Background: an optimization exercise with open tools, aiming at small area, a short achievable clock period and few clock cycles. Do not read the settings as production practice.
At most, simulation tests tie the RTL to the original design; equivalence was not proved.
Only the layout flow was run in run 8; the RTL was not checked for function there.
Power figures rest on the tool's default switching activity, not on a simulated workload.

File: design/flow/flow/run.sh
#!/bin/bash
# Own layout flow: the standard ORFS flow, with the port buffers that
# global placement inserts made from sky130_fd_sc_hd__buf_1 instead of the
# cell buffer_ports picks by itself. Everything else is the standard flow.
set -euo pipefail
export BUFFER_PORTS_ARGS="-buffer_cell sky130_fd_sc_hd__buf_1"
bash standard.sh BUFFER_PORTS_ARGS="$BUFFER_PORTS_ARGS" finish > orfs_flow.log 2>&1
File: design/flow/standard.sh
#!/bin/bash
# synth_recipe.tcl (not shown) runs the flow's synth.tcl, then flattens the netlist and writes it again
# the make line also repeats each setting of config.mk as NAME=value (left out here)
make -C /OpenROAD-flow-scripts/flow DESIGN_CONFIG=/design/flow/config.mk WORK_HOME=/design/flow/orfs CLKGATE_MAP_FILE= SYNTH_SCRIPT=/design/flow/synth_recipe.tcl "${@:-finish}"
File: design/flow/config.mk
export PLATFORM = sky130hd
export DESIGN_NAME = hcid_decoder
export DESIGN_NICKNAME = hcid_decoder
export VERILOG_FILES = /design/flow/design.v
export SDC_FILE = /design/flow/constraint.sdc
export NUM_CORES = 4
export LEC_CHECK = 0
export ABC_AREA = 1
export CAP_MARGIN = 20
export CORE_MARGIN = 2
export CORE_UTILIZATION = 40
export SLEW_MARGIN = 20
File: design/flow/constraint.sdc
create_clock -name core_clock -period 18.0 [get_ports {clk}]
set_input_delay 3.6000 -clock core_clock [delete_from_list [all_inputs] [get_ports {clk}]]
set_output_delay 3.6000 -clock core_clock [all_outputs]
set_load 0.01 [all_outputs]
File: design/flow/design.v
module hcid_tlcorr (
    input  wire [7:0] c,
    output wire [7:0] t
);
    assign t[0] =
        (c == 8'd48) |
        (c == 8'd51) |
        (c == 8'd53) |
        (c == 8'd55) |
        (c == 8'd57) |
        (c == 8'd66) |
        (c == 8'd68) |
        (c == 8'd70) |
        (c == 8'd72) |
        (c == 8'd74) |
        (c == 8'd77) |
        (c == 8'd79) |
        (c == 8'd81) |
        (c == 8'd83) |
        (c == 8'd85) |
        (c == 8'd87) |
        (c == 8'd89) |
        (c == 8'd98) |
        (c == 8'd100) |
        (c == 8'd102) |
        (c == 8'd104) |
        (c == 8'd106) |
        (c == 8'd109) |
        (c == 8'd111) |
        (c == 8'd113) |
        (c == 8'd115) |
        (c == 8'd117) |
        (c == 8'd119) |
        (c == 8'd121);
    assign t[1] =
        (c == 8'd52) |
        (c == 8'd53) |
        (c == 8'd56) |
        (c == 8'd57) |
        (c == 8'd67) |
        (c == 8'd68) |
        (c == 8'd71) |
        (c == 8'd72) |
        (c == 8'd75) |
        (c == 8'd77) |
        (c == 8'd80) |
        (c == 8'd81) |
        (c == 8'd84) |
        (c == 8'd85) |
        (c == 8'd88) |
        (c == 8'd89) |
        (c == 8'd99) |
        (c == 8'd100) |
        (c == 8'd103) |
        (c == 8'd104) |
        (c == 8'd107) |
        (c == 8'd109) |
        (c == 8'd112) |
        (c == 8'd113) |
        (c == 8'd116) |
        (c == 8'd117) |
        (c == 8'd120) |
        (c == 8'd121);
    assign t[2] =
        (c == 8'd48) |
        (c == 8'd54) |
        (c == 8'd55) |
        (c == 8'd56) |
        (c == 8'd57) |
        (c == 8'd69) |
        (c == 8'd70) |
        (c == 8'd71) |
        (c == 8'd72) |
        (c == 8'd78) |
        (c == 8'd79) |
        (c == 8'd80) |
        (c == 8'd81) |
        (c == 8'd86) |
        (c == 8'd87) |
        (c == 8'd88) |
        (c == 8'd89) |
        (c == 8'd101) |
        (c == 8'd102) |
        (c == 8'd103) |
        (c == 8'd104) |
        (c == 8'd110) |
        (c == 8'd111) |
        (c == 8'd112) |
        (c == 8'd113) |
        (c == 8'd118) |
        (c == 8'd119) |
        (c == 8'd120) |
        (c == 8'd121);
    assign t[3] =
        (c == 8'd48) |
        (c == 8'd49) |
        (c == 8'd50) |
        (c == 8'd51) |
        (c == 8'd52) |
        (c == 8'd53) |
        (c == 8'd54) |
        (c == 8'd55) |
        (c == 8'd56) |
        (c == 8'd57) |
        (c == 8'd73) |
        (c == 8'd74) |
        (c == 8'd75) |
        (c == 8'd76) |
        (c == 8'd77) |
        (c == 8'd78) |
        (c == 8'd79) |
        (c == 8'd80) |
        (c == 8'd81) |
        (c == 8'd90) |
        (c == 8'd105) |
        (c == 8'd106) |
        (c == 8'd107) |
        (c == 8'd108) |
        (c == 8'd109) |
        (c == 8'd110) |
        (c == 8'd111) |
        (c == 8'd112) |
        (c == 8'd113) |
        (c == 8'd122);
    assign t[4] =
        (c == 8'd50) |
        (c == 8'd51) |
        (c == 8'd52) |
        (c == 8'd53) |
        (c == 8'd54) |
        (c == 8'd55) |
        (c == 8'd56) |
        (c == 8'd57) |
        (c == 8'd82) |
        (c == 8'd83) |
        (c == 8'd84) |
        (c == 8'd85) |
        (c == 8'd86) |
        (c == 8'd87) |
        (c == 8'd88) |
        (c == 8'd89) |
        (c == 8'd90) |
        (c == 8'd114) |
        (c == 8'd115) |
        (c == 8'd116) |
        (c == 8'd117) |
        (c == 8'd118) |
        (c == 8'd119) |
        (c == 8'd120) |
        (c == 8'd121) |
        (c == 8'd122);
    assign t[5] = !(
          (c == 8'd51) |
          (c == 8'd52) |
          (c == 8'd53) |
          (c == 8'd54) |
          (c == 8'd55) |
          (c == 8'd56) |
          (c == 8'd57));
    assign t[6] = !(
          (c == 8'd51) |
          (c == 8'd52) |
          (c == 8'd53) |
          (c == 8'd54) |
          (c == 8'd55) |
          (c == 8'd56) |
          (c == 8'd57) |
          (c == 8'd97) |
          (c == 8'd98) |
          (c == 8'd99) |
          (c == 8'd100) |
          (c == 8'd101) |
          (c == 8'd102) |
          (c == 8'd103) |
          (c == 8'd104) |
          (c == 8'd105) |
          (c == 8'd106) |
          (c == 8'd107) |
          (c == 8'd109) |
          (c == 8'd110) |
          (c == 8'd111) |
          (c == 8'd112) |
          (c == 8'd113) |
          (c == 8'd114) |
          (c == 8'd115) |
          (c == 8'd116) |
          (c == 8'd117) |
          (c == 8'd118) |
          (c == 8'd119) |
          (c == 8'd120) |
          (c == 8'd121) |
          (c == 8'd122));
    assign t[7] = !(
          (c == 8'd48) |
          (c == 8'd49) |
          (c == 8'd50) |
          (c == 8'd51) |
          (c == 8'd52) |
          (c == 8'd53) |
          (c == 8'd54) |
          (c == 8'd55) |
          (c == 8'd56) |
          (c == 8'd57) |
          (c == 8'd65) |
          (c == 8'd66) |
          (c == 8'd67) |
          (c == 8'd68) |
          (c == 8'd69) |
          (c == 8'd70) |
          (c == 8'd71) |
          (c == 8'd72) |
          (c == 8'd73) |
          (c == 8'd74) |
          (c == 8'd75) |
          (c == 8'd76) |
          (c == 8'd77) |
          (c == 8'd78) |
          (c == 8'd79) |
          (c == 8'd80) |
          (c == 8'd81) |
          (c == 8'd82) |
          (c == 8'd83) |
          (c == 8'd84) |
          (c == 8'd85) |
          (c == 8'd86) |
          (c == 8'd87) |
          (c == 8'd88) |
          (c == 8'd89) |
          (c == 8'd90) |
          (c == 8'd97) |
          (c == 8'd98) |
          (c == 8'd99) |
          (c == 8'd100) |
          (c == 8'd101) |
          (c == 8'd102) |
          (c == 8'd103) |
          (c == 8'd104) |
          (c == 8'd105) |
          (c == 8'd106) |
          (c == 8'd107) |
          (c == 8'd108) |
          (c == 8'd109) |
          (c == 8'd110) |
          (c == 8'd111) |
          (c == 8'd112) |
          (c == 8'd113) |
          (c == 8'd114) |
          (c == 8'd115) |
          (c == 8'd116) |
          (c == 8'd117) |
          (c == 8'd118) |
          (c == 8'd119) |
          (c == 8'd120) |
          (c == 8'd121) |
          (c == 8'd122));
endmodule
module hcid_decoder (
    input  wire         clk,
    input  wire         rst,
    input  wire         in_valid,
    output wire         in_ready,
    input  wire [7:0]   in_char,
    output wire         out_valid,
    input  wire         out_ready,
    output wire [23:0]  out_prefix,      
    output wire [319:0] out_cw,          
    output wire [39:0]  out_bera,        
    output reg  [5:0]   out_count,       
    output reg          out_case_lost,   
    output reg          out_eof          
);
    wire [7:0] t_in;
    hcid_tlcorr u_tl (.c(in_char), .t(t_in));
    reg  [7:0] a_t;          
    reg        a_v;
    reg  [5:0] idx;          
    reg        ov;           
    reg        rdy;          
    assign in_ready  = rdy;
    assign out_valid = ov;
    wire [4:0] sym    = a_t[4:0];
    wire       letter = a_t[5];
    wire       upper  = a_t[6];
    wire       era    = a_t[7];
    wire consume = a_v && !(ov && idx != 6'd0);
    wire accept  = in_valid && rdy;
    wire last    = (idx == 6'd62);
    wire [5:0] idx_n = consume ? (last ? 6'd0 : idx + 6'd1) : idx;
    wire ov_n   = (ov && !out_ready) || (consume && last);
    always @(posedge clk) begin
        if (accept) a_t <= t_in;
        if (rst) begin
            a_v <= 1'b0;
            idx <= 6'd0;
            ov  <= 1'b0;
            rdy <= 1'b1;
        end else begin
            a_v <= accept || (a_v && !consume);
            idx <= idx_n;
            ov  <= ov_n;
            rdy <= !(ov_n && idx_n != 6'd0);
        end
    end
    reg  [6:0] w;
    reg        mk;           
    wire [2:0] lb   = {idx[2] ^ idx[0], idx[1], idx[0]};
    wire       emit = lb[2] | (lb[1] & lb[0]);
    wire [11:0] win = {w, sym};
    reg  [7:0] byte_n;
    always @* begin
        case (lb)
            3'd3:    byte_n = win[7:0];
            3'd4:    byte_n = win[8:1];
            3'd5:    byte_n = win[9:2];
            3'd6:    byte_n = win[10:3];
            default: byte_n = win[11:4];
        endcase
    end
    wire mk_in  = (lb != 3'd0) && mk;
    wire mk_b   = mk_in || era;              
    wire cw_b   = (idx >= 6'd5);             
    always @(posedge clk) begin
        if (consume) begin
            w  <= win[6:0];
            mk <= emit ? (lb != 3'd3 && era) : mk_b;
        end
    end
    reg [311:0] fb;          
    reg [35:0]  be;
    always @(posedge clk) begin
        if (consume && emit)
            fb <= {(cw_b && mk_b) ? 8'h00 : byte_n, fb[311:8]};
        if (consume && emit && cw_b)
            be <= {mk_b, be[35:1]};
    end
    reg  [3:0]  n;           
    reg         se;          
    reg  [31:0] cap;         
    reg  [3:0]  cbe;         
    wire seg_start = (idx == 6'd3) || (idx == 6'd18) || (idx == 6'd33) || (idx == 6'd48);
    wire seg_end   = (idx == 6'd17) || (idx == 6'd32) || (idx == 6'd47) || last;
    wire [1:0] seg = (idx >= 6'd48) ? 2'd3 : (idx >= 6'd33) ? 2'd2 : (idx >= 6'd18) ? 2'd1 : 2'd0;
    wire in_seg    = (idx >= 6'd3);
    wire [3:0] n_in   = seg_start ? 4'd0 : n;
    wire       se_in  = seg_start ? 1'b0 : se;
    wire       take   = letter && !n_in[3];
    wire       se_out = se_in || era;
    wire       ok_out = (n_in[3] || (n_in[2:0] == 3'd7 && letter)) && !se_out;
    wire z7 = (cap[30:24] == 7'h00);
    wire o7 = (cap[30:24] == 7'h7F);
    wire z3 = take ? (z7 && !upper) : (z7 && !cap[31]);
    wire o3 = take ? (o7 && upper)  : (o7 && cap[31]);
    wire [3:0] okv = {ok_out, ~cbe[2:0]};
    wire [3:0] zv  = {z3, cap[23:16] == 8'h00, cap[15:8] == 8'h00, cap[7:0] == 8'h00};
    wire [3:0] ov1 = {o3, cap[23:16] == 8'hFF, cap[15:8] == 8'hFF, cap[7:0] == 8'hFF};
    wire       lost  = (&(zv | ~okv)) || (&(ov1 | ~okv));
    wire [3:0] cbe_f = {4{lost}} | ~okv | {3'b000, era};    
    integer g;
    always @(posedge clk) begin
        if (consume && in_seg) begin
            n  <= n_in + {3'd0, take};
            se <= se_out;
        end
        for (g = 0; g < 4; g = g + 1) begin
            if (consume && last) begin
                if (cbe_f[g]) cap[8*g +: 8] <= 8'h00;
                else if (g == 3 && take) cap[8*g +: 8] <= {cap[8*g +: 7], upper};
            end else if (consume && in_seg && seg == g && take)
                cap[8*g +: 8] <= {cap[8*g +: 7], upper};
        end
        if (consume && seg_end) begin
            if (last) cbe <= cbe_f;
            else cbe[seg] <= !ok_out;
        end
    end
    wire [2:0] ncap = {2'b00, cbe_f[0]} + {2'b00, cbe_f[1]} + {2'b00, cbe_f[2]} + {2'b00, cbe_f[3]};
    always @(posedge clk) begin
        if (consume) begin
            if (idx == 6'd1)
                out_count <= 6'd0;
            else if (last)
                out_count <= out_count + {5'd0, mk_b} + {3'd0, ncap};
            else if (emit && cw_b && mk_b)
                out_count <= out_count + 6'd1;
            if (last) begin
                out_case_lost <= lost;
                out_eof       <= |sym[2:0];
            end
        end
    end
    assign out_prefix = fb[23:0];
    assign out_cw     = {cap, fb[311:24]};
    assign out_bera   = {cbe, be};
endmodule
==> results of run 1 <==
[report_power, final]
group	switching [uW]	leakage [uW]	internal [uW]
Clock	388	0.000781	621
Combinational	38.6	0.00197	13.8
Sequential	8.81	0.00381	1090
[path summary, 6_finish.rpt]
check	start	end	slack [ns]
hold reg to reg	fb[201]	fb[193]	0.43
hold / removal	fb[201]	fb[193]	0.43
setup / recovery	in_char[6]	a_t[7]	13.04
setup reg to reg	idx[1]	fb[203]	13.41
[per-stage QoR]
step                      power, uW  cells
after floorplan                1150    935
after global routing           2220   1932
after CTS                      2180   1932
after global placement         1170   1848
after detailed placement       1170   1848
final                          2160   1932
[metal layers]
metal  GRT usage  vias to the layer above
met5           0                        -
met1       0.219                     4569
met3      0.0503                       66
met2       0.289                      372
met4      0.0716                        0
li1            -                     4323
[registers in the layout, indices dropped and copies added, names as in the netlist, named ones only]
name           flops
a_t                8
a_v                1
be                36
cap               32
cbe                3
fb               312
idx                6
mk                 1
n                  4
out_case_lost      1
out_count          6
out_eof            1
ov                 1
rdy                1
se                 1
w                  7
[cell usage after synthesis (all sizes together)]
cell,n
dfxtp,9
nand3,31
a22oi,1
o21ai,30
or2,1
clkbuf,4
inv,132
o41ai,1
o311ai,1
o211a,2
nor4b,1
o22ai,9
nand4,17
nand2,113
edfxtp,413
nand3b,1
fa,3
buf,4
ha,11
a31oi,5
nor3,12
o211ai,4
a21oi,40
a221oi,9
o221ai,1
nor2,57
and2,2
xnor2,1
nor4,12
o31ai,1
a31o,2
a211oi,3
xor2,2
[cell families after synthesis]
| group | after synthesis |
|---|---|
| simple gates | 247 |
| flops | 422 |
| xor+xnor | 3 |
| compound gates | 109 |
| buf+inv | 140 |
| fa+ha+maj | 14 |
[worst max-delay path, cell delays in order]
cell     delay [ns]
buf_1          0.09
inv_1          0.04
nor2_1         0.24
inv_1          0.09
nor3_1         0.62
inv_1          0.13
o21ai_0        0.19
a22oi_1        0.12
nand3_1        0.10
nor4_1         0.05
[layout make-up]
| class | instances | area [um^2] |
|---|---|---|
| multi-input cells | 373 | 2110 |
| repair buffers | 410 | 1560 |
| well taps | 511 | 639 |
| clock inverters | 35 | 494 |
| clock buffers | 49 | 1140 |
| fillers | 3254 | 18600 |
| flip-flops and latches | 422 | 12600 |
| inverters | 132 | 495 |
==> flow_summary.json, run 1 <==
{
  "cts.reportedPaths.clkPinSlew_ns": 0.06,
  "holdPathStages": 0,
  "grt_max_degree": 90,
  "path_max_fanout": 6,
  "num_rows": 71,
  "postSynthCellCount": 935,
  "p_per_area_nw_per_um2": 113,
  "synth_area_leader_cell": "edfxtp_1",
  "start_kind": "input pin",
  "layout_commonest_cell": "edfxtp_1",
  "cts.sinks": 422,
  "dr_total_vias": 9330,
  "skew_ns": 0.0158,
  "max_slew_margin": 0.351,
  "diodes": 0,
  "synth_top_family_by_area": "simple AND/OR/NAND/NOR gates",
  "drc": 0,
  "placed_area_um2": 17400,
  "place_congestion": 0.820,
  "coreArea_um2": 37600,
  "max_freq_mhz": 202,
  "fin_nets": 1410,
  "gr-usage-all-layers": 0.176,
  "synth_fa_ha_area_frac": 0.0130,
  "wl_met3_um": 3070,
  "whs_ns": 0.435,
  "yosys.area.top_type_share": 0.815,
  "cts-buffers-inserted": 45,
  "avgViaCountPerCell": 4.83,
  "synthXorXnorAreaFrac": 0.00173,
  "cts.root.buffer_cell": "clkbuf_16",
  "synthMuxAreaShare": 0,
  "synth_simple_gate_area_frac": 0.0783,
  "ir_worst_vdd_uv": 63.0,
  "reg2regPathDepth": 9,
  "tightest_slew_ns": 0.966,
  "overflow": 0,
  "ys_types": 47,
  "p_leak_uw": 0.00656,
  "initial_core_util": 0.405,
  "final-setup-viol-count": 0,
  "hold_viol": 0,
  "synth_compound_area_frac": 0.0451,
  "syn_avg_cell_area_um2": 16.3,
  "dr.max_layer_used": "met4",
  "cts_hold_buf": 0,
  "setup_tns_ns": 0,
  "finalWorstSetupSlack_ns": 13.04,
  "finalCritPeriodShare": 0.276,
  "end_kind": "flop",
  "drive_above_1_share": 0.0852,
  "rsz0062_at_grt": "no",
  "syn-num-nets": 961,
  "clk_latency_ns": 0.57,
  "drtPass1Iterations": 5,
  "ys_seq_elements": 422,
  "worst-setup-path-type": "input pin to flop",
  "die_h_um": 199,
  "netlist_area_um2": 15200,
  "arrival_ns": 5.27,
  "dieArea_um2": 39600,
  "drv_slew": 0,
  "outcome": "finished clean",
  "routed_wl_um": 36900,
  "utilization": 0.506,
  "die_x_um": 199,
  "cts_max_path_buffers": 3,
  "io_pins": 406,
  "wl_met1_um": 14700,
  "route.antenna.remaining_nets": 0,
  "syn_to_final_growth_pct": 25.0,
  "portBuffers": 405,
  "design_area_um2": 19000,
  "wl_met2_um": 18000,
  "cts_setup_buffers": 0,
  "antenna_found_initial": 1,
  "yosysSeqAreaShare": 0.827,
  "grt_pass1_vias": 8868,
  "min_path_type": "flop to flop",
  "dpl.hpwl_um": 27000,
  "cts-resized-gates": 0,
  "wire_per_inst_um": 19.1,
  "drtIter0Drc": 550,
  "synth_warnings": 1,
  "worstPathRequired_ns": 18.31,
  "synth.area.top_cells": "edfxtp_1 81%, inv_1 3.1%, nand2_1 2.5%",
  "post-route-min-period_ns": 4.96,
  "cts_tree": "done",
  "final_cell_mix": "413 x edfxtp_1, 405 x buf_1, 125 x inv_1",
  "max_cap_viol_count": 0,
  "dpl_worst_slack_ns": 12.50,
  "htree_levels": 2,
  "grt_pass1_wl_um": 52400
}
Testbench counts, summed over its fixed seeds: cycles 75,624.
==> run 2, diff against run 1 <==
--- a/design/flow/config.mk
+++ b/design/flow/config.mk
@@ -6,5 +6,4 @@
 export NUM_CORES = 4
 export LEC_CHECK = 0
-export ABC_AREA = 1
 export CAP_MARGIN = 20
 export CORE_MARGIN = 2
==> run 2 against run 1 <==
Against the previous run: still clean; clock power fell by 15%; final cell count fell by 9.6%; register-to-register slack got worse by 0.58 ns; clock skew fell by 0.00055 ns; routed wire length fell by 3.8%; synthesized cell count fell by 13%; synthesized area fell by 1.8%; via count fell by 4.8%; power fell by 6.9%.
==> flow_summary.json, run 2 <==
{
  "outcome": "finished clean",
  "cts_setup_buffers": 0,
  "gr-usage-all-layers": 0.174,
  "p_leak_uw": 0.00582,
  "route.antenna.remaining_nets": 0,
  "holdPathStages": 0,
  "critPathLaunch": "idx[0]",
  "worstPathRequired_ns": 18.29,
  "crit_cells": 16,
  "antenna_found_initial": 1,
  "dp.cells": 1671,
  "dieArea_um2": 38900,
  "async_flop_share": 0,
  "grt_max_degree": 93,
  "drv_slew": 0,
  "htree_levels": 2,
  "finalCritPeriodShare": 0.287,
  "synth_flop_cell": "edfxtp_1",
  "critPathBufInv": 1,
  "skew_ns": 0.0152,
  "yosysSeqAreaShare": 0.842,
  "post-route-min-period_ns": 5.17,
  "min_path_type": "flop to flop",
  "ir_worst_vdd_uv": 67.7,
  "cts-buffers-inserted": 44,
  "cts.root.buffer_cell": "clkbuf_16",
  "diodes": 0,
  "final-setup-viol-count": 0,
  "routed_wl_um": 35500,
  "crit_slowest_cell": "ha_1",
  "cts.reportedPaths.clkPinSlew_ns": 0.06,
  "endpoint": "out_count[4]",
  "max_freq_mhz": 194,
  "avgViaCountPerCell": 5.08,
  "max_cap_viol_count": 0,
  "path_delay_family": "adder cells",
  "place_congestion": 0.801,
  "cts-resized-gates": 0,
  "ys_seq_elements": 422,
  "synth_area_leader_cell": "edfxtp_1",
  "fin_cells": 1747,
  "overflow": 0,
  "postSynthCellCount": 818,
  "hold_viol": 0,
  "num_rows": 70,
  "setup_tns_ns": 0,
  "reg2reg_to": "out_count[4]",
  "yosysMostFrequentCell": "edfxtp_1",
  "dpl.hpwl_um": 25000,
  "syn-num-nets": 844,
  "largest_register_ffs": 312,
  "drc": 0,
  "drive_above_1_share": 0.0641,
  "die_x_um": 197,
  "worst-setup-path-type": "flop to flop",
  "tightest_slew_ns": 0.903,
  "dr_total_vias": 8883,
  "cts_tree": "done",
  "synth.area.top_cells": "edfxtp_1 83%, a21oi_1 2.1%, nor2_1 1.3%",
  "total_power_uw": 2010,
  "ys_types": 62,
  "synth_common_cells": "413 x edfxtp_1, 62 x a21oi_1, 53 x nor2_1, 33 x nand2_1, 26 x and2_1",
  "grt_pass1_vias": 8528,
  "portBuffers": 405,
  "fin_nets": 1275,
  "synth_edf_count": 413,
  "final_cell_mix": "413 x edfxtp_1, 405 x buf_1, 62 x a21oi_1",
  "wire_per_inst_um": 20.3,
  "cts_max_path_buffers": 3,
  "cts.sinks": 422,
  "path_cells": "ha_1 -> nand2b_1 -> a2111o_1 -> a21bo_1 -> and4b_4 -> nor3_4 -> nand2b_1 -> fa_1 -> fa_1 -> ha_1 -> inv_1 -> fa_1 -> nor2b_1 -> o311ai_0 -> xor2_1 -> nor2_1",
  "end_kind": "flop",
  "synth_warnings": 1,
  "top_regs": "fb (312), be (36), cap (32)",
  "syn_avg_cell_area_um2": 18.3,
  "yosys.area.top_type_share": 0.830,
  "placed_area_um2": 17000,
  "rsz0062_at_grt": "no",
  "grt_pass1_wl_um": 51500,
  "clk_latency_ns": 0.56,
  "coreArea_um2": 36700,
  "design_area_um2": 18400,
  "regMostFlops": "fb",
  "r2r_slack_ns": 12.83,
  "initial_core_util": 0.407,
  "netlist_area_um2": 14900,
  "path_max_fanout": 18,
  "drtIter0Drc": 486,
  "cts_hold_buf": 0,
  "die_h_um": 197,
  "path_common_cell": "fa_1",
  "whs_ns": 0.442,
  "io_pins": 406,
  "reg2regPathDepth": 16,
  "syn_to_final_growth_pct": 23.0,
  "max_slew_margin": 0.395,
  "critPathMaxStageDelay_ns": 0.66,
  "drtPass1Iterations": 5,
  "rr_startpoint": "idx[0]",
  "start_kind": "flop",
  "arrival_ns": 5.46,
  "layout_commonest_cell": "edfxtp_1",
  "p_per_area_nw_per_um2": 109
}
==> run 2: cell count changes after synthesis, sizes merged, moves of 15 or more <==
cell / change
nor2b: +15
a21oi: +22
nand2: -80
inv: -114
o21ai: -15
and2: +24
nand3: -17
clkbuf: +19
==> run 2: worst min path at each step <==
stage	startpoint	endpoint
6_report	fb[211]	fb[203]
5_1_grt	fb[156]	fb[148]
4_1_cts	fb[156]	fb[148]
3_5_place_dp	fb[285]	fb[277]
3_3_place_gp	fb[129]	fb[121]
2_1_floorplan	a_t[0]	w[0]
==> run 2: power breakdown <==
| group | leakage, uW | switching [uW] | internal, uW |
|---|---|---|---|
| clock network | 0.000671 | 356 | 501 |
| logic | 0.00134 | 38.3 | 15.8 |
| registers | 0.00381 | 9.29 | 1090 |
==> run 2: cell families after synthesis <==
kind of cell | count (synthesis) | synth area share
mux | 4 | 0.00360
simple gates | 194 | 0.0670
xor+xnor | 11 | 0.00645
flops | 422 | 0.842
compound gates | 129 | 0.0568
buf+inv | 44 | 0.0112
fa+ha+maj | 14 | 0.0132
==> run 2: layout make-up <==
type,count,area [um^2]
inverters,18,67.6
clock inverters,19,151
well taps,468,586
fillers,3116,18300
repair buffers,411,1570
flip-flops and latches,422,12600
multi-input cells,352,2210
clock buffers,57,1210
==> run 2: through the flow <==
stage	worst slack, ns	utilization
after detailed placement	12.33	0.464
after floorplan	2.58	-
after CTS	12.82	0.501
after global placement	12.32	0.464
final	12.83	0.501
after global routing	12.48	0.501
==> run 2: layer usage <==
metal / global-route usage / part of all wire
met3: 0.0529 / 0.093
met2: 0.280 / 0.47
met5: 0 / 0
met1: 0.218 / 0.40
met4: 0.0777 / 0.032
==> run 3, diff against run 2 <==
--- a/design/flow/config.mk
+++ b/design/flow/config.mk
@@ -6,4 +6,5 @@
 export NUM_CORES = 4
 export LEC_CHECK = 0
+export ABC_CLOCK_PERIOD_IN_PS = 2500
 export CAP_MARGIN = 20
 export CORE_MARGIN = 2
==> run 3 against run 2 <==
Against the previous run: still clean on timing, DRC and antenna; register-to-register slack about the same; sequential power hardly changed; cell area did not move; highest routed layer unchanged.
==> flow_summary.json, run 3 <==
{
  "async_flop_share": 0,
  "placed_area_um2": 17000,
  "drtPass1Iterations": 5,
  "setup_tns_ns": 0,
  "dpl.hpwl_um": 25000,
  "synth_area_leader_cell": "edfxtp_1",
  "wire_per_inst_um": 20.3,
  "arrival_ns": 5.46,
  "syn_avg_cell_area_um2": 18.3,
  "num_rows": 70,
  "yosysMostFrequentCell": "edfxtp_1",
  "overflow": 0,
  "dp.cells": 1671,
  "design_area_um2": 18400,
  "synth_warnings": 1,
  "htree_levels": 2,
  "grt_pass1_vias": 8528,
  "cts-resized-gates": 0,
  "die_h_um": 197,
  "r2r_slack_ns": 12.83,
  "hold_viol": 0,
  "netlist_area_um2": 14900,
  "syn-num-nets": 844,
  "grt_max_degree": 93,
  "outcome": "finished clean",
  "regMostFlops": "fb",
  "synth_flop_cell": "edfxtp_1",
  "p_per_area_nw_per_um2": 109,
  "routed_wl_um": 35500,
  "rr_startpoint": "idx[0]",
  "drc": 0,
  "min_path_type": "flop to flop",
  "end_kind": "flop",
  "cts.reportedPaths.clkPinSlew_ns": 0.06,
  "reg2regPathDepth": 16,
  "drv_slew": 0,
  "path_max_fanout": 18,
  "cts_setup_buffers": 0,
  "antenna_found_initial": 1,
  "final-setup-viol-count": 0,
  "cts.sinks": 422,
  "seq_area_um2": 12600,
  "p_leak_uw": 0.00582,
  "yosysSeqAreaShare": 0.842,
  "dieArea_um2": 38900,
  "utilization": 0.501,
  "fin_cells": 1747,
  "dr_total_vias": 8883,
  "drive_above_1_share": 0.0641,
  "max_freq_mhz": 194,
  "ys_seq_elements": 422,
  "final_cell_mix": "413 x edfxtp_1, 405 x buf_1, 62 x a21oi_1",
  "synth_common_cells": "413 x edfxtp_1, 62 x a21oi_1, 53 x nor2_1, 33 x nand2_1, 26 x and2_1",
  "cts_hold_buf": 0,
  "worstPathRequired_ns": 18.29,
  "cts_max_path_buffers": 3,
  "endpoint": "out_count[4]",
  "layout_commonest_cell": "edfxtp_1",
  "io_pins": 406,
  "post-route-min-period_ns": 5.17,
  "portBuffers": 405,
  "coreArea_um2": 36700,
  "die_x_um": 197,
  "cts.root.buffer_cell": "clkbuf_16",
  "skew_ns": 0.0152,
  "yosys.area.top_type_share": 0.830,
  "fin_nets": 1275,
  "cts-buffers-inserted": 44,
  "diodes": 0,
  "worst-setup-path-type": "flop to flop",
  "reg2reg_to": "out_count[4]",
  "cts_tree": "done",
  "largest_register_ffs": 312,
  "route.antenna.remaining_nets": 0,
  "rsz0062_at_grt": "no",
  "tightest_slew_ns": 0.903,
  "nFillCells": 3116,
  "synth.area.top_cells": "edfxtp_1 83%, a21oi_1 2.1%, nor2_1 1.3%",
  "wl_met2_um": 16900,
  "clk_latency_ns": 0.56,
  "place_congestion": 0.801,
  "synth_edf_count": 413,
  "syn_to_final_growth_pct": 23.0,
  "top_regs": "fb (312), be (36), cap (32)",
  "avgViaCountPerCell": 5.08,
  "drtIter0Drc": 486,
  "grt_pass1_wl_um": 51500,
  "finalCritPeriodShare": 0.287,
  "gr-usage-all-layers": 0.174,
  "wl_met3_um": 3300,
  "multi_input_area_um2": 2210,
  "max_slew_margin": 0.395,
  "ir_worst_vdd_uv": 67.7,
  "critPathLaunch": "idx[0]",
  "ys_types": 62,
  "max_cap_viol_count": 0,
  "start_kind": "flop",
  "wl_met1_um": 14200,
  "initial_core_util": 0.407,
  "postSynthCellCount": 818,
  "dr.max_layer_used": "met4"
}
## run 3: cell counts after synthesis
No cell type changed its count.
## run 3: metrics by stage
stage	power (uW)	setup slack [ns]	hold slack [ns]
after floorplan	1150	2.58	0.441
final	2010	12.83	0.442
after detailed placement	1170	12.33	0.430
after global placement	1170	12.32	0.426
after global routing	2070	12.48	0.444
after CTS	2030	12.82	0.437
## run 3: report_power, final
part / internal, uW / total (uW) / switching (uW)
clock network: 501 / 858 / 356
registers: 1090 / 1090 / 9.29
logic: 15.8 / 54.0 / 38.3
## run 3: final cells by class
type                            instances  share of cell area
Timing Repair Buffer                  411              0.0856
Tap cell                              468              0.0319
Multi-Input combinational cell        352               0.120
Inverter                               18             0.00368
Clock buffer                           57              0.0659
Clock inverter                         19             0.00824
Sequential cell                       422               0.685
## run 3: how the worst min path moves through the flow
| stage | cells past startpoint | start | slack [ns] | endpoint |
|---|---|---|---|---|
| floorplan | 0 | a_t[0] | 0.44 | w[0] |
| global placement | 0 | fb[129] | 0.43 | fb[121] |
| detailed placement | 0 | fb[285] | 0.43 | fb[277] |
| CTS | 0 | fb[156] | 0.44 | fb[148] |
| global route | 0 | fb[156] | 0.44 | fb[148] |
| finish | 0 | fb[211] | 0.44 | fb[203] |
## run 3: cell families after synthesis
kind of cell / after synthesis / share of synthesized area
flip-flops: 422 / 0.842
AND/OR/NAND/NOR: 194 / 0.0670
AO/OA/AOI/OAI: 129 / 0.0568
buffers and inverters: 44 / 0.0112
adder cells (fa/ha/maj): 14 / 0.0132
XOR/XNOR: 11 / 0.00645
multiplexers: 4 / 0.00360
## run 3: worst max-delay path: stages, from the launching register on
cell      delay (ns)
dfxtp_1         0.54
ha_1            0.66
nand2b_1        0.12
a2111o_1        0.49
a21bo_1         0.23
and4b_4         0.23
nor3_4          0.40
nand2b_1        0.14
fa_1            0.46
fa_1            0.49
ha_1            0.17
inv_1           0.06
fa_1            0.40
nor2b_1         0.13
o311ai_0        0.15
xor2_1          0.18
nor2_1          0.05
## run 3: per-layer routing
layer,vias up,GRT usage
li1,4049,-
met1,4360,0.218
met2,406,0.280
met3,68,0.0529
met4,0,0.0777
met5,-,0
==> run 4, diff against run 3 <==
--- a/design/flow/design.v
+++ b/design/flow/design.v
@@ -270,7 +270,5 @@
     output reg          out_eof          
 );
-    wire [7:0] t_in;
-    hcid_tlcorr u_tl (.c(in_char), .t(t_in));
-    reg  [7:0] a_t;          
+    reg  [7:0] a_c;          
     reg        a_v;
     reg  [5:0] idx;          
@@ -279,4 +277,6 @@
     assign in_ready  = rdy;
     assign out_valid = ov;
+    wire [7:0] a_t;          
+    hcid_tlcorr u_tl (.c(a_c), .t(a_t));
     wire [4:0] sym    = a_t[4:0];
     wire       letter = a_t[5];
@@ -289,5 +289,5 @@
     wire ov_n   = (ov && !out_ready) || (consume && last);
     always @(posedge clk) begin
-        if (accept) a_t <= t_in;
+        if (accept) a_c <= in_char;
         if (rst) begin
             a_v <= 1'b0;
@@ -374,5 +374,11 @@
         end
     end
-    wire [2:0] ncap = {2'b00, cbe_f[0]} + {2'b00, cbe_f[1]} + {2'b00, cbe_f[2]} + {2'b00, cbe_f[3]};
+    wire       inc_b = emit && cw_b && mk_b;
+    wire       inc_s = seg_end && !ok_out;
+    wire [1:0] inc   = {inc_b && inc_s, inc_b ^ inc_s};
+    wire [2:0] k_lost = 3'd1 + {2'b00, ~cbe[0]} + {2'b00, ~cbe[1]} + {2'b00, ~cbe[2]};
+    wire [6:0] s_lost = {out_count, mk_b} + {3'b000, k_lost, mk_b};
+    wire [1:0] k_kept = {1'b0, era && !cbe[0]} + {1'b0, !ok_out};
+    wire [6:0] s_kept = {out_count, mk_b} + {4'b0000, k_kept, mk_b};
     always @(posedge clk) begin
         if (consume) begin
@@ -380,7 +386,7 @@
                 out_count <= 6'd0;
             else if (last)
-                out_count <= out_count + {5'd0, mk_b} + {3'd0, ncap};
-            else if (emit && cw_b && mk_b)
-                out_count <= out_count + 6'd1;
+                out_count <= lost ? s_lost[6:1] : s_kept[6:1];
+            else
+                out_count <= out_count + {4'd0, inc};
             if (last) begin
                 out_case_lost <= lost;
--- a/design/flow/config.mk
+++ b/design/flow/config.mk
@@ -6,7 +6,9 @@
 export NUM_CORES = 4
 export LEC_CHECK = 0
-export ABC_CLOCK_PERIOD_IN_PS = 2500
 export CAP_MARGIN = 20
 export CORE_MARGIN = 2
 export CORE_UTILIZATION = 40
+export CTS_BUF_LIST = sky130_fd_sc_hd__clkbuf_8
+export CTS_CLUSTER_DIAMETER = 55
+export CTS_CLUSTER_SIZE = 16
 export SLEW_MARGIN = 20
==> run 4 against run 3 <==
Against the previous run: via count rose by 3.1%; maximum frequency rose by 4.3%; highest routed layer unchanged; synthesized cell count rose by 3.9%; worst hold slack improved by 0.0049 ns; combinational power rose by 5.7%; synthesized area rose by 2.3%; critical path type is now flop to output pin; die area rose by 2.2%; sequential power barely moved; setup slack improved by 0.21 ns; clock power fell by 33%; final cell count rose by 3.5%; first-iteration DRC count rose by 67%.
==> flow_summary.json, run 4 <==
{
  "tightest_slew_ns": 1.10,
  "avgViaCountPerCell": 5.07,
  "dieArea_um2": 39800,
  "synth_edf_count": 413,
  "diodes": 0,
  "synth_fa_ha_area_frac": 0.0149,
  "path_cells": "buf_1",
  "outcome": "finished clean",
  "synth_compound_area_frac": 0.0662,
  "regMostFlops": "fb",
  "p_per_area_nw_per_um2": 95.4,
  "cts_max_path_buffers": 3,
  "drtPass1Iterations": 5,
  "largest_register_ffs": 312,
  "netlist_area_um2": 15300,
  "multi_input_area_um2": 2520,
  "postSynthCellCount": 850,
  "dr_total_vias": 9159,
  "seq_area_um2": 12600,
  "finalWorstSetupSlack_ns": 13.05,
  "gr-usage-all-layers": 0.176,
  "portBuffers": 405,
  "worst-setup-path-type": "flop to output pin",
  "crit_slowest_cell": "edfxtp_1",
  "synth.area.top_cells": "edfxtp_1 81%, and2_1 1.6%, ha_1 1.2%",
  "dpl.hpwl_um": 26500,
  "top_regs": "fb (312), be (36), cap (32)",
  "min_path_type": "flop to flop",
  "critPathMaxStageDelay_ns": 0.53,
  "path_max_fanout": 2,
  "final_cell_mix": "413 x edfxtp_1, 405 x buf_1, 40 x nand2_1",
  "fin_nets": 1303,
  "syn-num-nets": 879,
  "p_leak_uw": 0.00567,
  "synthXorXnorAreaFrac": 0.00630,
  "async_flop_share": 0,
  "nFillCells": 3363,
  "die_h_um": 199,
  "initial_core_util": 0.406,
  "grt_pass1_vias": 8492,
  "yosysMostFrequentCell": "edfxtp_1",
  "clk_latency_ns": 0.61,
  "max_freq_mhz": 202,
  "finalCritPeriodShare": 0.275,
  "overflow": 0,
  "coreArea_um2": 37700,
  "arrival_ns": 1.35,
  "grt_pass1_wl_um": 52100,
  "place_congestion": 0.918,
  "ir_worst_vdd_uv": 56.1,
  "final-setup-viol-count": 0,
  "synth_common_cells": "413 x edfxtp_1, 40 x nand2_1, 39 x nor2_1, 38 x and2_1, 36 x a21oi_1",
  "max_slew_margin": 0.262,
  "wire_per_inst_um": 20.4,
  "skew_ns": 0.0242,
  "htree_levels": 2,
  "antenna_found_initial": 0,
  "layout_commonest_cell": "edfxtp_1",
  "ys_types": 77,
  "synthMuxAreaShare": 0.00287,
  "utilization": 0.482,
  "rsz0062_at_grt": "no",
  "yosys.area.top_type_share": 0.811,
  "drv_slew": 0,
  "cts_setup_buffers": 0,
  "synth_simple_gate_area_frac": 0.0742,
  "drive_above_1_share": 0.0648,
  "path_delay_family": "flip-flops",
  "cts-buffers-inserted": 38,
  "cts-resized-gates": 0,
  "cts.sinks": 422,
  "cts_hold_buf": 0,
  "die_x_um": 199,
  "syn_to_final_growth_pct": 18.8,
  "num_rows": 71,
  "worstPathRequired_ns": 14.40,
  "cts.reportedPaths.clkPinSlew_ns": 0.09,
  "syn_avg_cell_area_um2": 18.0,
  "synth_flop_cell": "edfxtp_1",
  "hold_viol": 0,
  "yosysSeqAreaShare": 0.823,
  "end_kind": "output pin",
  "synth_warnings": 1,
  "cts.root.buffer_cell": "clkbuf_8",
  "critPathBufInv": 1,
  "drc": 0,
  "max_cap_viol_count": 0,
  "setup_tns_ns": 0,
  "start_kind": "flop",
  "synth_area_leader_cell": "edfxtp_1",
  "grt_max_degree": 143,
  "synth_top_family_by_area": "simple AND/OR/NAND/NOR gates",
  "dpl_worst_slack_ns": 13.61,
  "cts_tree": "done",
  "drtIter0Drc": 814,
  "route.antenna.remaining_nets": 0,
  "whs_ns": 0.447,
  "ys_seq_elements": 422,
  "io_pins": 406,
  "post-route-min-period_ns": 4.95,
  "routed_wl_um": 36900
}
run 4: cell types whose count changed in the layout (fill, tap and decap cells not counted), moves of 9 or more:
cell       previous run  this run
and2_1               26        37
a21oi_1              62        36
clkbuf_16            45         0
nor2_1               52        38
o21ai_0              13        22
clkbuf_8              4        39
run 4: cell type report:
class	instances	area share
Sequential cell	422	0.693
Inverter	19	0.00393
Clock inverter	24	0.0123
Tap cell	511	0.0352
Clock buffer	39	0.0296
Timing Repair Buffer	411	0.0871
Multi-Input combinational cell	382	0.139
run 4: cells by family after synthesis:
group	Yosys count
AO/OA/AOI/OAI	140
XOR/XNOR	11
adder cells (fa/ha/maj)	17
buffers and inverters	46
flip-flops	422
multiplexers	3
AND/OR/NAND/NOR	211
run 4: metal layers:
layer	up-vias	share of wire	global-route usage
li1	4157	-	-
met1	4559	0.39	0.217
met2	393	0.50	0.298
met3	50	0.092	0.0581
met4	0	0.018	0.0461
met5	-	0	0
run 4: path summary, 6_finish.rpt:
check	from	endpoint	slack, ns	cells past startpoint
setup / recovery	fb[13]	out_prefix[13]	13.05	1
hold / removal	fb[235]	fb[227]	0.45	0
setup reg to reg	a_c[2]	out_count[4]	13.68	16
hold reg to reg	fb[235]	fb[227]	0.45	0
run 4: stage by stage:
| stage | total power [uW] | area (um^2) | instances |
|---|---|---|---|
| final | 1730 | 18200 | 1808 |
| after global routing | 1800 | 18200 | 1808 |
| after CTS | 1760 | 18200 | 1808 |
| after detailed placement | 1180 | 17400 | 1745 |
| after global placement | 1180 | 17400 | 1745 |
| after floorplan | 1160 | 15300 | 850 |
run 4: power breakdown:
part / switching, uW / total [uW] / leakage (uW) / internal, uW
Sequential: 13.5 / 1100 / 0.00382 / 1080
Clock: 335 / 577 / 0.000395 / 242
Combinational: 38.4 / 57.1 / 0.00146 / 18.6
Total: 386 / 1730 / 0.00567 / 1350
Testbench counts of run 4, summed over its fixed seeds: cycles 75,624.
==> run 5, diff against run 4 <==
--- a/design/flow/config.mk
+++ b/design/flow/config.mk
@@ -8,5 +8,5 @@
 export CAP_MARGIN = 20
 export CORE_MARGIN = 2
-export CORE_UTILIZATION = 40
+export CORE_UTILIZATION = 60
 export CTS_BUF_LIST = sky130_fd_sc_hd__clkbuf_8
 export CTS_CLUSTER_DIAMETER = 55
==> run 5 against run 4 <==
Against the previous run: still clean on timing, DRC and antenna; sequential power about the same; combinational power up 1%; via count down 1.1%; count of clock-buffer cells in the layout down 4; die area down 33%; register-to-register slack worse by 0.22 ns; clock skew up 0.0068 ns; power down 4.3%; critical endpoint is now out_bera[36]; highest routed layer unchanged.
==> flow_summary.json, run 5 <==
{
  "yosysMostFrequentCell": "edfxtp_1",
  "cts.root.buffer_cell": "clkbuf_8",
  "path_delay_family": "flip-flops",
  "synth_area_leader_cell": "edfxtp_1",
  "overflow": 0,
  "final-setup-viol-count": 0,
  "worstPathRequired_ns": 14.40,
  "place_congestion": 0.884,
  "fin_cells": 1614,
  "hold_viol": 0,
  "post-route-min-period_ns": 4.92,
  "ys_seq_elements": 422,
  "synth_flop_cell": "edfxtp_1",
  "async_flop_share": 0,
  "ir_worst_vdd_uv": 68.2,
  "layout_commonest_cell": "edfxtp_1",
  "drv_slew": 0,
  "internal_power_uw": 1300,
  "htree_levels": 2,
  "dp.cells": 1561,
  "drtPass1Iterations": 5,
  "min_path_type": "flop to flop",
  "arrival_ns": 1.32,
  "die_x_um": 164,
  "pwr-share-comb": 0.035,
  "cts-resized-gates": 0,
  "max_cap_viol_count": 0,
  "finalCritPeriodShare": 0.273,
  "synth_common_cells": "413 x edfxtp_1, 40 x nand2_1, 39 x nor2_1, 38 x and2_1, 36 x a21oi_1",
  "cts.sinks": 422,
  "end_kind": "output pin",
  "coreArea_um2": 25100,
  "postSynthCellCount": 850,
  "worst-setup-path-type": "flop to output pin",
  "drive_above_1_share": 0.0514,
  "grt_max_degree": 233,
  "diodes": 0,
  "routed_wl_um": 34900,
  "largest_register_ffs": 312,
  "drtIter0Drc": 753,
  "syn_avg_cell_area_um2": 18.0,
  "path_cells": "buf_1",
  "dieArea_um2": 26800,
  "setup_tns_ns": 0,
  "drc": 0,
  "clk_latency_ns": 0.55,
  "syn-num-nets": 879,
  "skew_ns": 0.0310,
  "clkPwrFrac": 0.303,
  "synth_edf_count": 413,
  "max_slew_margin": 0.343,
  "tightest_slew_ns": 0.985,
  "fin_nets": 1298,
  "syn_to_final_growth_pct": 16.4,
  "cts_setup_buffers": 0,
  "regMostFlops": "fb",
  "p_per_area_nw_per_um2": 93.1,
  "synth.area.top_cells": "edfxtp_1 81%, and2_1 1.6%, ha_1 1.2%",
  "p_switching_uw": 352,
  "ys_types": 77,
  "dpl.hpwl_um": 25300,
  "final_cell_mix": "413 x edfxtp_1, 405 x buf_1, 40 x nand2_1",
  "pwr-share-seq": 0.662,
  "cts_hold_buf": 0,
  "start_kind": "flop",
  "wire_per_inst_um": 21.6,
  "gr-usage-all-layers": 0.247,
  "reg2regPathDepth": 9,
  "switching_share": 0.212,
  "max_freq_mhz": 203,
  "cts.reportedPaths.clkPinSlew_ns": 0.11,
  "dr_total_vias": 9054,
  "die_h_um": 164,
  "path_max_fanout": 8,
  "yosysSeqAreaShare": 0.823,
  "netlist_area_um2": 15300,
  "avgViaCountPerCell": 5.61,
  "initial_core_util": 0.609,
  "p_leak_uw": 0.00562,
  "antenna_found_initial": 0,
  "top_regs": "fb (312), be (36), cap (32)",
  "outcome": "finished clean",
  "num_rows": 58,
  "crit_cells": 1,
  "holdPathStages": 0,
  "grt_pass1_wl_um": 49400,
  "cts_tree": "done",
  "io_pins": 406,
  "grt_pass1_vias": 8299,
  "critPathMaxStageDelay_ns": 0.58,
  "crit_slowest_cell": "edfxtp_1",
  "portBuffers": 405,
  "cts_max_path_buffers": 3,
  "rsz0062_at_grt": "no",
  "yosys.area.top_type_share": 0.811,
  "synth_warnings": 1,
  "cts-buffers-inserted": 35,
  "critPathBufInv": 1,
  "route.antenna.remaining_nets": 0,
  "nFillCells": 1749
}
-- run 5: cell counts after synthesis --
No cell type changed its count.
-- run 5: routing by layer --
layer	vias up	GRT usage	wire, um
li1	4135	-	-
met2	435	0.404	16900
met5	-	0	0
met3	61	0.0698	3360
met1	4423	0.326	13600
met4	0	0.0789	1050
-- run 5: final timing paths --
path / start / endpoint / slack (ns)
setup / recovery: cbe[0] / out_bera[36] / 13.08
hold / removal: fb[290] / fb[282] / 0.45
setup reg to reg: idx[0] / cap[19] / 13.46
hold reg to reg: fb[290] / fb[282] / 0.45
-- run 5: area by class of cell --
| cell class | instances | area (um^2) | share of cell area |
|---|---|---|---|
| sequential | 422 | 12600 | 0.707 |
| multi-input combinational | 382 | 2520 | 0.142 |
| timing repair buffer | 409 | 1580 | 0.0890 |
| clock buffer | 35 | 482 | 0.0271 |
| tap | 330 | 413 | 0.0232 |
| clock inverter | 17 | 138 | 0.00774 |
| inverter | 19 | 71.3 | 0.00401 |
-- run 5: cell families after synthesis --
group	after synthesis	share of synthesized area
fa+ha+maj	17	0.0149
flops	422	0.823
simple gates	211	0.0742
buf+inv	46	0.0123
xor+xnor	11	0.00630
compound gates	140	0.0662
mux	3	0.00287
-- run 5: through the flow --
stage	setup slack [ns]	utilization	power (uW)	hold WS, ns	cell area (um^2)
detailed placement	13.51	0.683	1180	0.432	17100
CTS	13.06	0.707	1670	0.446	17800
floorplan	1.35	-	1160	0.458	15300
finish	13.08	0.708	1660	0.450	17800
global route	13.04	0.708	1710	0.463	17800
global placement	13.57	0.683	1180	0.428	17100
-- run 5: power groups by stage --
stage | registers [uW] | logic, uW | clock network [uW]
global placement | 1120 | 57.1 | 0
finish | 1100 | 57.8 | 502
global route | 1100 | 63.3 | 547
floorplan | 1130 | 34.8 | 0
detailed placement | 1120 | 57.5 | 0
CTS | 1100 | 57.7 | 513
==> run 6, diff against run 5 <==
--- a/design/flow/config.mk
+++ b/design/flow/config.mk
@@ -8,5 +8,5 @@
 export CAP_MARGIN = 20
 export CORE_MARGIN = 2
-export CORE_UTILIZATION = 60
+export CORE_UTILIZATION = 75
 export CTS_BUF_LIST = sky130_fd_sc_hd__clkbuf_8
 export CTS_CLUSTER_DIAMETER = 55
==> run 6 against run 5 <==
Against the previous run: critical path type unchanged; count of clock-buffer cells in the layout increased by 2; critical endpoint is now out_count[3]; clock skew decreased by 0.0033 ns; largest power group unchanged; sequential power about the same.
==> flow_summary.json, run 6 <==
{
  "pwr-share-seq": 0.658,
  "total_power_uw": 1670,
  "path_delay_family": "flip-flops",
  "post-route-min-period_ns": 4.98,
  "yosysSeqAreaShare": 0.823,
  "netlist_area_um2": 15300,
  "setup_tns_ns": 0,
  "overflow": 0,
  "cts.sinks": 422,
  "pwr-share-comb": 0.036,
  "place_congestion": 0.897,
  "die_h_um": 147,
  "htree_levels": 2,
  "outcome": "finished clean",
  "clk_latency_ns": 0.57,
  "yosys.area.top_type_share": 0.811,
  "syn_avg_cell_area_um2": 18.0,
  "cts_hold_buf": 0,
  "hold_viol": 0,
  "synth_area_leader_cell": "edfxtp_1",
  "ir_worst_vdd_uv": 69.8,
  "cts_setup_buffers": 0,
  "drtPass1Iterations": 6,
  "dpl.hpwl_um": 28700,
  "cts.reportedPaths.clkPinSlew_ns": 0.10,
  "syn-num-nets": 879,
  "diodes": 0,
  "clkPwrFrac": 0.306,
  "synth_flop_cell": "edfxtp_1",
  "switching_share": 0.216,
  "postSynthCellCount": 850,
  "rsz0062_at_grt": "no",
  "end_kind": "output pin",
  "routed_wl_um": 41200,
  "critPathMaxStageDelay_ns": 0.48,
  "final_cell_mix": "413 x edfxtp_1, 405 x buf_1, 40 x nand2_1",
  "ys_types": 77,
  "syn_to_final_growth_pct": 15.8,
  "grt_pass1_wl_um": 59600,
  "layout_commonest_cell": "edfxtp_1",
  "worst-setup-path-type": "flop to output pin",
  "dieArea_um2": 21500,
  "die_x_um": 147,
  "cts_tree": "done",
  "cts-buffers-inserted": 34,
  "crit_slowest_cell": "edfxtp_1",
  "path_max_fanout": 6,
  "coreArea_um2": 20100,
  "skew_ns": 0.0277,
  "p_switching_uw": 361,
  "final-setup-viol-count": 0,
  "fin_nets": 1297,
  "ys_seq_elements": 422,
  "largest_register_ffs": 312,
  "start_kind": "flop",
  "drtIter0Drc": 1183,
  "fin_cells": 1551,
  "dp.cells": 1502,
  "drv_slew": 0,
  "finalCritPeriodShare": 0.277,
  "critPathBufInv": 1,
  "top_regs": "fb (312), be (36), cap (32)",
  "wire_per_inst_um": 26.5,
  "arrival_ns": 1.38,
  "drive_above_1_share": 0.0515,
  "route.antenna.remaining_nets": 0,
  "internal_power_uw": 1310,
  "max_freq_mhz": 201,
  "min_path_type": "flop to flop",
  "worstPathRequired_ns": 14.40,
  "dr_total_vias": 9927,
  "io_pins": 406,
  "synth_common_cells": "413 x edfxtp_1, 40 x nand2_1, 39 x nor2_1, 38 x and2_1, 36 x a21oi_1",
  "p_leak_uw": 0.00560,
  "synth_warnings": 1,
  "max_cap_viol_count": 0,
  "cts_max_path_buffers": 3,
  "max_slew_margin": 0.357,
  "async_flop_share": 0,
  "cts.root.buffer_cell": "clkbuf_8",
  "gr-usage-all-layers": 0.378,
  "grt_pass1_vias": 9264,
  "synth.area.top_cells": "edfxtp_1 81%, and2_1 1.6%, ha_1 1.2%",
  "cts-resized-gates": 0,
  "nFillCells": 809,
  "portBuffers": 405,
  "synth_edf_count": 413,
  "initial_core_util": 0.760,
  "regMostFlops": "fb",
  "path_cells": "buf_1",
  "drc": 0,
  "avgViaCountPerCell": 6.40,
  "tightest_slew_ns": 0.965,
  "num_rows": 52,
  "grt_max_degree": 173,
  "antenna_found_initial": 0,
  "p_per_area_nw_per_um2": 94.4,
  "yosysMostFrequentCell": "edfxtp_1"
}
## run 6: final cells by class
| type | instances | area (um^2) | area share |
|---|---|---|---|
| inverter | 19 | 71.3 | 0.00403 |
| tap | 270 | 338 | 0.0191 |
| timing repair buffer | 409 | 1560 | 0.0883 |
| sequential | 422 | 12600 | 0.711 |
| multi-input combinational | 382 | 2530 | 0.143 |
| clock buffer | 37 | 509 | 0.0288 |
| clock inverter | 12 | 100 | 0.00566 |
## run 6: metal layers
layer,track usage,part of all wire
met4,0.152,0.047
met1,0.497,0.34
met5,0,0
met2,0.625,0.50
met3,0.0922,0.12
## run 6: through the flow
step                      instance area, um^2  setup slack [ns]   util  hold WS [ns]
after floorplan                         15300              1.35      -         0.458
after global placement                  17100             13.56  0.849         0.428
after detailed placement                17100             13.46  0.849         0.432
after CTS                               17700             13.05  0.880         0.451
after global routing                    17700             12.96  0.880         0.457
final                                   17700             13.02  0.880         0.449
## run 6: power by group through the flow
stage / sequential, uW / combinational (uW) / clock (uW)
after floorplan: 1130 / 34.8 / 0
after global placement: 1120 / 55.8 / 0
after detailed placement: 1120 / 57.7 / 0
after CTS: 1100 / 58.4 / 512
after global routing: 1100 / 64.1 / 544
final: 1100 / 59.9 / 512
## run 6: final timing paths
kind	endpoint	cells past startpoint	from	slack (ns)
max	out_count[3]	1	out_count[3]	13.02
min	fb[216]	0	fb[224]	0.45
max reg2reg	cap[13]	9	idx[0]	13.17
min reg2reg	fb[216]	0	fb[224]	0.45
## run 6: cell families (layout without fill, tap and decap cells)
logic type	after synthesis	after routing	share of synthesized area
flip-flops	422	422	0.823
AND/OR/NAND/NOR	211	211	0.0742
adder cells (fa/ha/maj)	17	17	0.0149
buffers and inverters	46	477	0.0123
AO/OA/AOI/OAI	140	140	0.0662
XOR/XNOR	11	11	0.00630
multiplexers	3	3	0.00287
==> run 7, diff against run 6 <==
--- a/design/flow/config.mk
+++ b/design/flow/config.mk
@@ -8,7 +8,4 @@
 export CAP_MARGIN = 20
 export CORE_MARGIN = 2
-export CORE_UTILIZATION = 75
-export CTS_BUF_LIST = sky130_fd_sc_hd__clkbuf_8
-export CTS_CLUSTER_DIAMETER = 55
-export CTS_CLUSTER_SIZE = 16
+export CORE_UTILIZATION = 40
 export SLEW_MARGIN = 20
==> run 7 against run 6 <==
Against the previous run: still clean on timing, DRC and antenna; power is 25% higher; die area grew 85%; synthesized area is the same; first-iteration DRC count shrank 31%.
==> flow_summary.json, run 7 <==
{
  "cts.root.buffer_cell": "clkbuf_16",
  "nFillCells": 3275,
  "dieArea_um2": 39800,
  "endpoint": "out_bera[36]",
  "start_kind": "flop",
  "crit_cells": 1,
  "rsz0062_at_grt": "no",
  "tightest_slew_ns": 1.10,
  "die_x_um": 199,
  "syn-num-nets": 879,
  "grt_pass1_vias": 8599,
  "drive_above_1_share": 0.0715,
  "p_leak_uw": 0.00600,
  "synth_area_leader_cell": "edfxtp_1",
  "outcome": "finished clean",
  "diodes": 0,
  "dp.cells": 1745,
  "utilization": 0.502,
  "final-setup-viol-count": 0,
  "cts.reportedPaths.clkPinSlew_ns": 0.06,
  "grt_pass1_wl_um": 52500,
  "critPathBufInv": 1,
  "post-route-min-period_ns": 4.91,
  "cts_hold_buf": 0,
  "p_per_area_nw_per_um2": 110,
  "synth_flop_cell": "edfxtp_1",
  "ys_seq_elements": 422,
  "reg2reg_to": "out_count[4]",
  "postSynthCellCount": 850,
  "clk_latency_ns": 0.58,
  "yosysSeqAreaShare": 0.823,
  "wl_met2_um": 18600,
  "htree_levels": 2,
  "fin_cells": 1826,
  "hold_viol": 0,
  "worst-setup-path-type": "flop to output pin",
  "num_rows": 71,
  "wl_met1_um": 14500,
  "yosysMostFrequentCell": "edfxtp_1",
  "max_freq_mhz": 204,
  "ir_worst_vdd_uv": 65.7,
  "cts_max_path_buffers": 3,
  "drv_slew": 0,
  "synth_warnings": 1,
  "largest_register_ffs": 312,
  "cts_setup_buffers": 0,
  "gr-usage-all-layers": 0.176,
  "route.antenna.remaining_nets": 0,
  "netlist_area_um2": 15300,
  "critPathMaxStageDelay_ns": 0.55,
  "drtPass1Iterations": 5,
  "wl_met3_um": 3270,
  "min_path_type": "flop to flop",
  "ys_types": 77,
  "io_pins": 406,
  "end_kind": "output pin",
  "reg2regPathDepth": 16,
  "antenna_found_initial": 0,
  "arrival_ns": 1.31,
  "placed_area_um2": 17400,
  "yosys.area.top_type_share": 0.811,
  "worstPathRequired_ns": 14.40,
  "setup_tns_ns": 0,
  "async_flop_share": 0,
  "r2r_slack_ns": 13.70,
  "cts-resized-gates": 0,
  "dr.max_layer_used": "met4",
  "path_cells": "buf_1",
  "regMostFlops": "fb",
  "synth_common_cells": "413 x edfxtp_1, 40 x nand2_1, 39 x nor2_1, 38 x and2_1, 36 x a21oi_1",
  "layout_commonest_cell": "edfxtp_1",
  "drc": 0,
  "syn_avg_cell_area_um2": 18.0,
  "drtIter0Drc": 819,
  "die_h_um": 199,
  "grt_max_degree": 143,
  "skew_ns": 0.0157,
  "finalCritPeriodShare": 0.273,
  "dpl.hpwl_um": 26500,
  "overflow": 0,
  "cts-buffers-inserted": 45,
  "top_regs": "fb (312), be (36), cap (32)",
  "cts_tree": "done",
  "dr_total_vias": 9192,
  "syn_to_final_growth_pct": 23.7,
  "initial_core_util": 0.406,
  "cts.sinks": 422,
  "max_slew_margin": 0.260,
  "fin_nets": 1310,
  "synth_edf_count": 413,
  "path_delay_family": "flip-flops",
  "portBuffers": 405,
  "design_area_um2": 18900,
  "crit_slowest_cell": "edfxtp_1",
  "max_cap_viol_count": 0,
  "path_max_fanout": 8,
  "place_congestion": 0.918,
  "critPathLaunch": "cbe[0]",
  "avgViaCountPerCell": 5.03,
  "routed_wl_um": 37100,
  "synth.area.top_cells": "edfxtp_1 81%, and2_1 1.6%, ha_1 1.2%",
  "coreArea_um2": 37700,
  "wire_per_inst_um": 20.3,
  "rr_startpoint": "a_c[2]",
  "final_cell_mix": "413 x edfxtp_1, 405 x buf_1, 45 x clkbuf_16"
}
[run 7: cell families (layout without fill, tap and decap cells)]
logic type                 after synthesis  in the layout  synth area share
DFF                                    422            422             0.823
xor gates and xnor gates                11             11           0.00630
AOI/OAI and AO/OA                      140            140            0.0662
buffers and inverters                   46            511            0.0123
adders and majority gates               17             17            0.0149
and+or+nand+nor                        211            211            0.0742
muxes                                    3              3           0.00287
[run 7: worst min-delay path by stage]
stage	start	end	cells after the start
4_1_cts	fb[226]	fb[218]	0
6_report	fb[226]	fb[218]	0
3_5_place_dp	fb[229]	fb[221]	0
5_1_grt	fb[213]	fb[205]	0
2_1_floorplan	a_v	a_v	2
3_3_place_gp	fb[239]	fb[231]	0
[run 7: power breakdown]
group          internal (uW)  switching [uW]
combinational           18.6            38.5
clock                    551             382
sequential              1090            13.5
total                   1660             434
[run 7: cell type report]
class                   count  area (um^2)  area share
clock inverters            30          364      0.0193
inverters                  19         71.3     0.00377
well taps                 511          639      0.0338
multi-input cells         382         2520       0.133
clock buffers              51         1150      0.0607
repair buffers            411         1580      0.0836
flip-flops and latches    422        12600       0.665
[run 7: metal layers]
metal	vias to the layer above	GRT usage
met2	399	0.300
met3	52	0.0496
met4	0	0.0595
li1	4189	-
met5	-	0
met1	4552	0.216
[run 7: through the flow]
| step | hold WS, ns | power [uW] | setup slack [ns] |
|---|---|---|---|
| after global placement | 0.427 | 1180 | 13.63 |
| final | 0.435 | 2090 | 13.09 |
| after floorplan | 0.458 | 1160 | 1.35 |
| after global routing | 0.447 | 2160 | 13.01 |
| after detailed placement | 0.431 | 1180 | 13.61 |
| after CTS | 0.434 | 2120 | 13.03 |
==> run 8, diff against run 7 <==
--- a/design/flow/design.v
+++ b/design/flow/design.v
@@ -328,9 +328,11 @@
     reg [311:0] fb;          
     reg [35:0]  be;
+    wire fb_sh = consume && emit;
+    wire be_sh = fb_sh && cw_b;
+    wire [311:0] fb_in = {(cw_b && mk_b) ? 8'h00 : byte_n, fb[311:8]};
+    wire [35:0]  be_in = {mk_b, be[35:1]};
     always @(posedge clk) begin
-        if (consume && emit)
-            fb <= {(cw_b && mk_b) ? 8'h00 : byte_n, fb[311:8]};
-        if (consume && emit && cw_b)
-            be <= {mk_b, be[35:1]};
+        fb <= (fb_in & {312{fb_sh}}) | (fb & {312{!fb_sh}});
+        be <= (be_in & {36{be_sh}}) | (be & {36{!be_sh}});
     end
     reg  [3:0]  n;           
==> run 8 against run 7 <==
Against the previous run: largest power group unchanged; synthesized area about the same; final cell count shrank 0.16%; clock power fell by 3.0%.
==> flow_summary.json, run 8 <==
{
  "hold_viol": 0,
  "syn_to_final_growth_pct": 22.9,
  "worst-setup-path-type": "flop to flop",
  "synth_flop_cell": "edfxtp_1",
  "synth_top_family_by_area": "simple AND/OR/NAND/NOR gates",
  "netlist_area_um2": 15300,
  "drtIter0Drc": 683,
  "htree_levels": 2,
  "synth_fa_ha_area_frac": 0.0157,
  "overflow": 0,
  "yosysSeqAreaShare": 0.823,
  "rsz0062_at_grt": "no",
  "layout_commonest_cell": "edfxtp_1",
  "finalCritPeriodShare": 0.314,
  "dr_total_vias": 9126,
  "seq_area_um2": 12600,
  "cts-resized-gates": 0,
  "start_kind": "flop",
  "tightest_slew_ns": 1.05,
  "finalWorstSetupSlack_ns": 12.35,
  "setup_tns_ns": 0,
  "busiest_layer": "met2",
  "drc": 0,
  "dpl_worst_slack_ns": 12.28,
  "switching_share": 0.204,
  "routed_wl_um": 35600,
  "cts.sinks": 422,
  "gr-usage-all-layers": 0.167,
  "grt_max_degree": 80,
  "drive_above_1_share": 0.0671,
  "dieArea_um2": 39800,
  "async_flop_share": 0,
  "clk_latency_ns": 0.58,
  "yosys.area.top_type_share": 0.811,
  "avgViaCountPerCell": 5.01,
  "portBuffers": 405,
  "final-setup-viol-count": 0,
  "cts_hold_buf": 0,
  "die_x_um": 199,
  "grt_pass1_wl_um": 50600,
  "cts-buffers-inserted": 44,
  "dpl.hpwl_um": 25100,
  "final_cell_mix": "413 x edfxtp_1, 405 x buf_1, 45 x clkbuf_16",
  "initial_core_util": 0.406,
  "min_path_type": "flop to flop",
  "route.antenna.remaining_nets": 0,
  "use_met1": 0.205,
  "synth_edf_count": 413,
  "syn-num-nets": 880,
  "synth_compound_area_frac": 0.0642,
  "synthXorXnorAreaFrac": 0.00688,
  "pwr-share-seq": 0.534,
  "synthMuxAreaShare": 0.00516,
  "utilization": 0.499,
  "clkPwrFrac": 0.440,
  "end_kind": "flop",
  "synth_warnings": 1,
  "max_freq_mhz": 177,
  "p_per_area_nw_per_um2": 110,
  "synth_common_cells": "413 x edfxtp_1, 39 x nor2_1, 35 x inv_1, 30 x a21oi_1, 30 x and2_1",
  "num_rows": 71,
  "io_pins": 406,
  "ys_types": 79,
  "grtUsageMet2": 0.269,
  "post-route-min-period_ns": 5.65,
  "nFillCells": 3191,
  "synth_area_leader_cell": "edfxtp_1",
  "fin_nets": 1308,
  "ir_worst_vdd_uv": 69.6,
  "met3_usage": 0.0520,
  "grt_pass1_vias": 8641,
  "skew_ns": 0.0258,
  "path_max_fanout": 72,
  "outcome": "finished clean",
  "ys_seq_elements": 422,
  "cts.reportedPaths.clkPinSlew_ns": 0.06,
  "synth_simple_gate_area_frac": 0.0660,
  "cts_max_path_buffers": 3,
  "diodes": 0,
  "syn_avg_cell_area_um2": 18.0,
  "cts.root.buffer_cell": "clkbuf_16",
  "cts_setup_buffers": 0,
  "cts_tree": "done",
  "place_congestion": 0.887,
  "max_slew_margin": 0.300,
  "worstPathRequired_ns": 18.18,
  "max_cap_viol_count": 0,
  "die_h_um": 199,
  "coreArea_um2": 37700,
  "yosysMostFrequentCell": "edfxtp_1",
  "pwr-share-comb": 0.027,
  "postSynthCellCount": 850,
  "internal_power_uw": 1640,
  "p_leak_uw": 0.00607,
  "p_switching_uw": 421,
  "drv_slew": 0,
  "multi_input_area_um2": 2430,
  "drtPass1Iterations": 6,
  "synth.area.top_cells": "edfxtp_1 81%, ha_1 1.3%, and2_1 1.2%",
  "wire_per_inst_um": 19.5,
  "whs_ns": 0.439,
  "arrival_ns": 5.83,
  "antenna_found_initial": 0
}
-- run 8: kinds of logic (layout without fill, tap and decap cells) --
| kind of cell | count (synthesis) | count (layout) |
|---|---|---|
| AND/OR/NAND/NOR | 184 | 184 |
| AO/OA/AOI/OAI | 142 | 142 |
| multiplexers | 6 | 6 |
| buffers and inverters | 66 | 528 |
| adder cells (fa/ha/maj) | 18 | 18 |
| flip-flops | 422 | 422 |
| XOR/XNOR | 12 | 12 |
-- run 8: layout make-up --
cell class              instances  area share
clock buffers                  53      0.0621
well taps                     511      0.0340
flip-flops and latches        422       0.670
inverters                      38     0.00772
multi-input cells             362       0.129
clock inverters                27      0.0145
repair buffers                410      0.0829
-- run 8: worst max-delay path: stages, from the launching register on --
cell	delay [ns]
dfxtp_1	0.41
inv_1	0.14
ha_1	0.29
or3b_1	0.42
o31ai_1	0.32
nand2_1	0.35
nor2_4	0.80
buf_4	0.78
buf_4	0.83
buf_4	0.78
-- run 8: through the flow --
step	std cells	cell area [um^2]	power (uW)
2_1_floorplan	850	15300	1160
4_1_cts	1823	18800	2080
5_1_grt	1823	18800	2120
6_report	1823	18800	2060
3_5_place_dp	1743	17400	1170
3_3_place_gp	1743	17400	1170
-- run 8: final timing paths --
| path | from | to | slack [ns] | depth (start not counted) |
|---|---|---|---|---|
| setup reg to reg | idx[0] | flop | 12.35 | 9 |
| hold / removal | flop | flop | 0.44 | 0 |
| setup / recovery | idx[0] | flop | 12.35 | 9 |
| hold reg to reg | flop | flop | 0.44 | 0 |
-- run 8: power groups by stage --
stage	Clock, uW	Combinational, uW	Sequential, uW
6_report	905	54.8	1100
5_1_grt	958	60.9	1100
3_5_place_dp	0	54.7	1120
3_3_place_gp	0	54.1	1120
4_1_cts	926	55.0	1100
2_1_floorplan	0	33.5	1130
-- run 8: layer usage --
layer  vias to the layer above  part of all wire
li1                       4175                 -
met1                      4437              0.39
met2                       438              0.47
met3                        76             0.097
met4                         0             0.039
met5                         -                 0

-- re-timing with driven ports --
Ports are ideal in the flow. The routed layouts listed here were re-timed in OpenROAD.
Step 1 assumes that a clkbuf_16 drives the clock port and a buf_2 every other input.
Step 2, shift: input delay + t, output delay - t, t = (earliest + latest rising clock arrival at the registers) / 2. This alone moves slack from input paths to output paths.
Slacks: no drivers / after step 1 / after step 2; pairs: no drivers / after step 1.
run	shift t [ns]	setup slack, ns
run 1	0.611	13.040 / 13.064 / 12.453
run 2	0.603	12.832 / 12.832 / 12.301
run 3	0.603	12.832 / 12.832 / 12.301
run 4	0.643	13.047 / 13.003 / 13.621
run 5	0.569	13.083 / 13.043 / 13.463
run 6	0.602	13.016 / 12.972 / 13.170
run 7	0.619	13.089 / 13.041 / 13.609
run 8	0.610	12.355 / 12.355 / 12.355
After both steps setup and hold are still met in every run listed.
